From an optimization exercise on the open Yosys and OpenROAD flow, aimed at small area, a short achievable clock period and few clock cycles; shortcuts taken in it are not production practice. Only simulation tests tie the RTL to the original design; equivalence was not proved. Power figures rest on the tool's default switching activity, not on a simulated workload.

Setup of lane 1:
## bsac_lag
module bsac_lag (
    input  wire        clk,
    input  wire        rst,
    input  wire        in_valid,
    output wire        in_ready,
    input  wire [31:0] in_data,
    input  wire [6:0]  in_min_period,
    output wire        out_valid,
    input  wire        out_ready,
    output wire [6:0]  out_lag,
    output wire [6:0]  out_best_lag,
    output wire [8:0]  out_best_value,
    output wire [8:0]  out_global_max,
    output wire        out_err
);
    localparam integer E   = 4;      
    localparam integer LE  = 2;     
    localparam integer LAT = 3;    
    localparam integer GAP = 2;        
    localparam [6:0]   LASTW = 7'd127 - E + 7'd1;
    localparam [1:0] H_IDLE = 2'd0, H_RUN = 2'd2, H_CHK = 2'd3;
    reg        have;       
    reg [2:0]  beat;
    reg        busy;       
    reg        pre;        
    reg        is_sw;      
    reg        is_gap;
    reg        is_st;      
    reg        iss;        
    reg [1:0]  gapc;
    reg [LAT-1:0] tv;      
    reg        rv;         
    reg        hgo;        
    reg [1:0]  hs;         
    reg        dn;         
    reg        ov;         
    reg [255:0] nb;        
    reg [255:0] pk;
    reg [255:0] sh;
    reg [6:0]   mp_ld;     
    reg [6:0]   mp;        
    reg [6:0]   ij;        
    reg [14:0]  mk;        
    reg [LAT-1:0] tm;      
    reg [6:0]   tj [0:LAT-1];
    reg [E-1:0] tf [0:LAT-1];   
    reg         lk;        
    reg         st_v, st_last;
    reg [31:0]  st_d;
    wire        in_rdy  = !lk;
    wire        beat_ok = in_valid && in_rdy;
    wire [255:0] pkm;
    genvar gb;
    generate
        for (gb = 0; gb < 32; gb = gb + 1) begin : g_mask
            if (gb < 15) begin : g_m
                assign pkm[8*gb +: 8] = pk[8*gb +: 8] & {8{mk[gb]}};
            end else begin : g_n
                assign pkm[8*gb +: 8] = pk[8*gb +: 8];
            end
        end
    endgenerate
    wire [8:0] cv [0:E-1];
    wire [E-1:0] iflag;
    genvar ge;
    generate
  ...
Size in the first run: roughly 7,500 cells after synthesis, roughly 1,700 flip-flops.
Settings: LEC_CHECK=0, CAP_MARGIN=20, CORE_MARGIN=2, CORE_UTILIZATION=40, PLACE_DENSITY=0.6, SETUP_SLACK_MARGIN=5, SLEW_MARGIN=20; clock period 10.0 ns.
run.sh (not shown) runs the stock make flow with config.mk's settings and CLKGATE_MAP_FILE= SYNTH_SCRIPT=/design/flow/synth_recipe.tcl, a recipe that flattens the netlist after the stock synthesis.
Having completed the whole flow, lane 1 delivered a layout that passed the timing, design-rule and antenna checks.
Testbench counts of lane 1, summed over its fixed seeds: cycles 8,173.
Here is what was changed in the inputs of lane 2 compared with lane 1.
--- a/flow/design.v
+++ b/flow/design.v
@@ -33,35 +33,34 @@
     reg        hgo;        
     reg [1:0]  hs;         
     reg        dn;         
     reg        ov;         
     reg [255:0] nb;        
     reg [255:0] pk;
     reg [255:0] sh;
     reg [6:0]   mp_ld;     
     reg [6:0]   mp;        
     reg [6:0]   ij;        
-    reg [14:0]  mk;        
     reg [LAT-1:0] tm;      
     reg [6:0]   tj [0:LAT-1];
     reg [E-1:0] tf [0:LAT-1];   
     reg         lk;        
     reg         st_v, st_last;
     reg [31:0]  st_d;
     wire        in_rdy  = !lk;
     wire        beat_ok = in_valid && in_rdy;
     wire [255:0] pkm;
     genvar gb;
     generate
         for (gb = 0; gb < 32; gb = gb + 1) begin : g_mask
             if (gb < 15) begin : g_m
-                assign pkm[8*gb +: 8] = pk[8*gb +: 8] & {8{mk[gb]}};
+                assign pkm[8*gb +: 8] = pk[8*gb +: 8] & {8{gb[3:0] >= ij[6:3]}};
             end else begin : g_n
                 assign pkm[8*gb +: 8] = pk[8*gb +: 8];
             end
         end
     endgenerate
     wire [8:0] cv [0:E-1];
     wire [E-1:0] iflag;
     genvar ge;
     generate
         for (ge = 0; ge < E; ge = ge + 1) begin : g_eng
@@ -162,22 +161,20 @@
     reg [6:0]  racc;       
     reg [2:0]  hc;         
     reg        cph;        
     reg        pk_r, cv_r;
     reg [6:0]  rlag;
     reg        rerr;
     reg [2:0]  mpl;        
     reg        ds_act;
     reg [6:0]  ds_d;
     reg [8:0]  ds_d3;      
-    reg [8:0]  e3;         
-    reg [8:0]  d3r;        
     function [8:0] r4step;
         input [6:0] rem;
         input [1:0] nn;
         input [6:0] dd;
         input [8:0] d3;        
         reg   [9:0] rr4, t1, t2, t3;
         begin
             rr4 = {1'b0, rem, nn};
             t1 = rr4 - {3'b0, dd};
             t2 = rr4 - {2'b0, dd, 1'b0};
@@ -255,64 +252,55 @@
                 end
             end else if (d == 7'd2) begin
                 fin = 1'b1;
             end
         end
         default: ;
         endcase
     end
     reg        ds_rs;
     reg [6:0]  ds_rd;
-    reg [8:0]  ds_rd3;
-    wire [8:0] d0x3 = {2'b0, d0} + {1'b0, d0, 1'b0};
     always @(*) begin
         ds_rs = 1'b0;
         ds_rd = d0;
-        ds_rd3 = d0x3;
         if (hgo && mp != 7'd0 && !hshort)
             ds_rs = 1'b1;
         case (hs)
         H_RUN: if (qhit && !qskip) begin
             ds_rs = 1'b1;
             ds_rd = ed - 7'd1;
-            ds_rd3 = e3 - 9'd3;
         end
         H_CHK: if (cdec && !pk_r && hc >= 3'd3) begin
             ds_rs = 1'b1;
             ds_rd = d - 7'd1;
-            ds_rd3 = d3r - 9'd3;
         end
         default: ;
         endcase
     end
     wire di_v = ds_act && !ds_rs;
     always @(posedge clk) begin
         if (ds_rs) begin
             ds_d  <= ds_rd;
-            ds_d3 <= ds_rd3;
+            ds_d3 <= {2'b0, ds_rd} + {1'b0, ds_rd, 1'b0};
         end else if (ds_act) begin
             ds_d  <= ds_d - 7'd1;
             ds_d3 <= ds_d3 - 9'd3;
         end
         pk_r <= pass[tgt];
         cv_r <= {1'b0, tgt} < dl;
-        if (hgo) begin
+        if (hgo)
             ed <= d0;
-            e3 <= d0x3;
-        end
         case (hs)
         H_RUN: if (qhit) begin
             if (qskip) begin
                 ed <= ed - 7'd1;
-                e3 <= e3 - 9'd3;
             end else begin
-                d3r  <= e3;
                 qq   <= dv_q;
                 rr   <= dv_r;
                 tgt  <= dv_q;
                 racc <= dv_r;
                 k    <= 7'd1;
                 d    <= ed;
                 hc   <= 3'd0;
                 cph  <= 1'b0;
             end
         end
@@ -325,21 +313,20 @@
                     k <= k + 7'd1;
                     if (rcy) begin
                         racc <= rsum[6:0] - d;
                         tgt  <= tgt + qq + 7'd1;
                     end else begin
                         racc <= rsum[6:0];
                         tgt  <= tgt + qq;
                     end
                 end else begin
                     ed <= d - 7'd1;
-                    e3 <= d3r - 9'd3;
                 end
             end
         end
         default: ;
         endcase
         if (fin) begin
             rlag <= fin_lag;
             rerr <= (mp == 7'd0);
         end
         if (beat_ok && beat == 3'd7)
@@ -348,22 +335,20 @@
     reg [6:0]  o_lag, o_bl;
     reg [8:0]  o_bv, o_g;
     reg        o_err;
     wire copy  = dn && !ov;
     wire start = have && !busy && (!dn || !ov);
     wire iss_nx = pre ||
                   (is_sw && ij != LASTW) ||
                   (is_gap && gapc == GAP - 1) ||
                   (is_st && iss && ij != LASTW && !fin &&
                    !((hs != H_IDLE) && ({1'b0, ij} + E >= {1'b0, bl})));
-    wire [6:0] ij_nx = (!iss || (is_sw && ij == LASTW)) ? 7'd0 : ij + E;
-    integer mb;
     always @(posedge clk) begin
         st_d <= in_data;
         if (st_v)
             nb <= {nb[223:0], st_d};
         if (start)
             pk <= nb;
         if (iss)
             sh <= sh << E;
         else
             sh <= pk;
@@ -372,23 +357,24 @@
             o_err <= rerr;
             o_bl  <= blr;
             o_bv  <= bv;
             o_g   <= g;
         end
         if (start) begin
             mp  <= mp_ld;
             mpl <= mp_ld[6] ? 3'd6 : mp_ld[5] ? 3'd5 : mp_ld[4] ? 3'd4 :
                    mp_ld[3] ? 3'd3 : mp_ld[2] ? 3'd2 : mp_ld[1] ? 3'd1 : 3'd0;
         end
-        ij <= ij_nx;
-        for (mb = 0; mb < 15; mb = mb + 1)
-            mk[mb] <= mb >= ij_nx[6:3];
+        if (!iss || (is_sw && ij == LASTW))
+            ij <= 7'd0;
+        else
+            ij <= ij + E;
     end
     always @(posedge clk) begin
         if (rst) begin
             have   <= 1'b0;
             lk     <= 1'b0;
             st_v   <= 1'b0;
             st_last <= 1'b0;
             beat   <= 3'd0;
             busy   <= 1'b0;
             pre    <= 1'b0;
### Flow results
Lane 2 went all the way through the flow, and no timing, DRC or antenna check failed.
Per the comparison of lane 2 with lane 1, wire length of the first global-routing pass lower, post-route core utilization roughly the same, average detailed-routed wire length per instance roughly the same, chip height lower, fraction of met2 tracks used by global routing higher.
Compared to lane 1, lane 2 has sequential power about 1% lower.
Cell count after synthesis | lane 2 below lane 1
Lane 2 gives less clock buffer instance count of the final layout than lane 1 did.
On post-synthesis average cell area, lane 2 tracks lane 1 almost exactly.
Lane 2 and lane 1 ended up with roughly the same register fraction of the total cell area.
Against lane 1, lane 2 comes in 766 lower on number of global-route vias before repair.
Lane 2 vs lane 1 — sequential cell count dropped slightly
Testbench counts of lane 2, summed over its fixed seeds: cycles 8,173.

========
Another version of the RTL of bsac_lag (not shown whole).
Size: ~7000 cells after synthesis.
Design bsac_lag, start of the top module:
module bsac_lag (
    input  wire        clk,
    input  wire        rst,
    input  wire        in_valid,
    output wire        in_ready,
    input  wire [31:0] in_data,
    input  wire [6:0]  in_min_period,
    output wire        out_valid,
    input  wire        out_ready,
    output wire [6:0]  out_lag,
    output wire [6:0]  out_best_lag,
    output wire [8:0]  out_best_value,
    output wire [8:0]  out_global_max,
    output wire        out_err
);
    localparam integer E   = 4;      
    localparam integer LE  = 2;     
    localparam integer LAT = 3;    
    localparam integer GAP = 2;        
    localparam [6:0]   LASTW = 7'd127 - E + 7'd1;
    localparam [1:0] H_IDLE = 2'd0, H_RUN = 2'd2, H_CHK = 2'd3;
    reg        have;       
    reg [2:0]  beat;
    reg        busy;       
    reg        pre;        
    reg        is_sw;      
    reg        is_gap;
    reg        is_st;      
    reg        iss;        
    reg [1:0]  gapc;
    reg [LAT-1:0] tv;      
    reg        rv;         
    reg        hgo;        
    reg [1:0]  hs;         
  ...
export LEC_CHECK = 0
export CAP_MARGIN = 20
export CORE_MARGIN = 2
export CORE_UTILIZATION = 40
export PLACE_DENSITY = 0.6
export SETUP_SLACK_MARGIN = 5
export SLEW_MARGIN = 20
create_clock -name core_clock -period 10.0 [get_ports {clk}]
standard.sh (not shown) runs the stock make flow with config.mk's settings and CLKGATE_MAP_FILE= SYNTH_SCRIPT=/design/flow/synth_recipe.tcl, a recipe that flattens the netlist after the stock synthesis.
==> flow/flow/run.sh <==
#!/bin/bash
# The standard layout (the standard.sh: ORFS from synthesis to the final
# layout, unchanged clock and constraints) with two changes to how it is made:
#  - each input and output port is buffered with sky130_fd_sc_hd__buf_4
#    instead of the flow's default buffer choice;
#  - timing repair aims for 6.5 ns of setup slack instead of 5 ns.
set -e
export BUFFER_PORTS_ARGS="-buffer_cell sky130_fd_sc_hd__buf_4"
sed 's/SETUP_SLACK_MARGIN=[0-9.]*/SETUP_SLACK_MARGIN=6.5/' standard.sh > standard_m.sh
bash standard_m.sh > standard.log 2>&1
The starting point ran to the end with no violations.
Testbench counts at the start, summed over its fixed seeds: cycles 7,984.
Then changed:
--- a/flow/design.v
+++ b/flow/design.v
@@ -11,17 +11,17 @@
     output wire [6:0]  out_best_lag,
     output wire [8:0]  out_best_value,
     output wire [8:0]  out_global_max,
     output wire        out_err
 );
     localparam integer E   = 4;      
     localparam integer LE  = 2;     
     localparam integer LAT = 3;    
-    localparam integer GAP = 2;        
+    localparam integer GAP = 1;        
     localparam [6:0]   LASTW = 7'd127 - E + 7'd1;
     localparam [1:0] H_IDLE = 2'd0, H_RUN = 2'd2, H_CHK = 2'd3;
     reg        have;       
     reg [2:0]  beat;
     reg        busy;       
     reg        pre;        
     reg        is_sw;      
     reg        is_gap;
@@ -84,17 +84,17 @@
     wire         c_v = tv[LAT-1];
     wire         c_m = tm[LAT-1];
     wire [6:0]   c_j = tj[LAT-1];
     wire [E-1:0] c_f = tf[LAT-1];
     reg [8:0]  g;
     reg [8:0]  bv;
     reg [6:0]  blr;
     wire [6:0] bl = blr;
-    reg [9:0]  g34;            
+    wire [9:0] g34 = ({1'b0, g} + {g, 1'b0}) >> 2;    
     reg [127:0] pass;
     reg [7:0]  dl;             
     localparam integer NP = E / 2;
     reg [8:0]  pmax [0:NP-1];
     reg [8:0]  pmin [0:NP-1];
     reg [LE:0] pidx [0:NP-1];
     reg [NP-1:0] pany;
     reg [6:0]  rj;
@@ -122,17 +122,16 @@
     endgenerate
     wire       m0  = pany[0] && pmin[0] < bv;
     wire       m1  = (NP > 1) && pany[NP-1] && pmin[NP-1] < bv &&
                      (!m0 || pmin[NP-1] < pmin[0]);
     wire       x0  = pmax[0] > g && (NP == 1 || pmax[0] >= pmax[NP-1]);
     wire       x1  = (NP > 1) && pmax[NP-1] > g && pmax[NP-1] > pmax[0];
     integer pw;
     always @(posedge clk) begin
-        g34 <= ({1'b0, g} + {g, 1'b0}) >> 2;
         if (c_v && c_m) begin
             for (pw = 0; pw < 128 / E; pw = pw + 1)
                 if (c_j[6:LE] == pw)
                     pass[pw*E +: E] <= pbit;
             dl <= {1'b0, c_j} + E;
         end
         if (is_gap)
             dl <= 8'd0;
@@ -160,16 +159,17 @@
     reg [6:0]  k;
     reg [6:0]  tgt;        
     reg [6:0]  racc;       
     reg        cph;        
     reg        pk_r, cv_r;
     reg [6:0]  rlag;
     reg        rerr;
     reg [2:0]  mpl;        
+    reg        mp2;        
     reg        ds_act;
     reg [6:0]  ds_d;
     reg [8:0]  ds_d3;      
     function [8:0] r4step;
         input [6:0] rem;
         input [1:0] nn;
         input [6:0] dd;
         input [8:0] d3;        
@@ -230,17 +230,18 @@
     wire       qskip = qhit && (dv_lt || (dv_cv && !dv_pk));
     reg  [7:0] rrd;        
     reg  [6:0] qq1;        
     wire [7:0] rsum  = {1'b0, racc} + {1'b0, rr};
     wire [7:0] rsmd  = {1'b0, racc} + rrd;
     wire       rcy   = !rsmd[7];
     wire       cdec  = (hs == H_CHK) && cph && cv_r;    
     wire       hshort = {1'b0, bl} < {mp, 1'b0};        
-    wire [6:0] d0    = bl >> mpl;
+    wire [10:0] bl11 = {1'b0, bl, 3'b0} + {3'b0, bl, 1'b0} + {4'b0, bl};
+    wire [6:0] d0    = mp2 ? bl11 >> ({1'b0, mpl} + 4'd4) : bl >> mpl;
     reg        fin;
     reg [6:0]  fin_lag;
     always @(*) begin
         fin = 1'b0;
         fin_lag = bl;
         if (hgo && (mp == 7'd0 || hshort)) begin
             fin = 1'b1;
             if (mp == 7'd0)
@@ -359,16 +360,18 @@
             o_bl  <= blr;
             o_bv  <= bv;
             o_g   <= g;
         end
         if (start) begin
             mp  <= mp_ld;
             mpl <= mp_ld[6] ? 3'd6 : mp_ld[5] ? 3'd5 : mp_ld[4] ? 3'd4 :
                    mp_ld[3] ? 3'd3 : mp_ld[2] ? 3'd2 : mp_ld[1] ? 3'd1 : 3'd0;
+            mp2 <= mp_ld[6] ? mp_ld[5] : mp_ld[5] ? mp_ld[4] : mp_ld[4] ? mp_ld[3] :
+                   mp_ld[3] ? mp_ld[2] : mp_ld[2] ? mp_ld[1] : mp_ld[1] ? mp_ld[0] : 1'b0;
         end
         ij <= ij_nx;
         for (mb = 0; mb < 15; mb = mb + 1)
             mk[mb] <= mb >= ij_nx[6:3];
     end
     always @(posedge clk) begin
         if (rst) begin
             have   <= 1'b0;
The new run completed with no timing, DRC or antenna violations.
Setup slack gets worse by 0.93 ns.
Core utilization rose by 0.32 points.
Via count rose by a few percent.
Total power is about the same.
Clock power decreases by a few percent.
Die area increases slightly.
Final area went up slightly.
Sequential share of layout area drops by 0.78 points.
Area after synthesis increases slightly.
Clock skew increases by 0.0051 ns.
Fmax came out lower by about a fifth.
Non-clock buffer count grows by 60.
Routed wire length increases slightly.
Worst hold slack is worse by 0.037 ns.
Testbench counts after the change, summed over its fixed seeds: cycles 7,815.

==> afterwards: timing with drivers on the ports <==
The results above use ideal ports. As a check the final layouts listed here were re-extracted and re-timed, cells and wires unchanged.
Step 1 assumes that a clkbuf_16 drives the clock port and a buf_2 every other input.
Step 2 also shifts input and output timing later by t, the mid clock arrival at the registers, as if the neighbouring blocks saw the same clock.
Slacks: ideal / step 1 / step 2; pairs: ideal / step 1.
| run | shift t [ns] | setup WS [ns] | worst setup path at the end | slew at the worst register clock pin (ns) |
|---|---|---|---|---|
| lane 1 | 0.915 | 5.917 / 5.917 / 5.917 | register to register | 0.07 / 0.07 |
| lane 2 | 0.931 | 5.551 / 5.551 / 5.551 | register to register | 0.07 / 0.07 |
| the first run of note 2 | 0.895 | 6.437 / 6.437 / 6.437 | register to register | 0.07 / 0.07 |
| the second run of note 2 | 0.911 | 5.502 / 5.502 / 5.502 | register to register | 0.07 / 0.07 |
After both steps setup and hold are still met in every run listed.
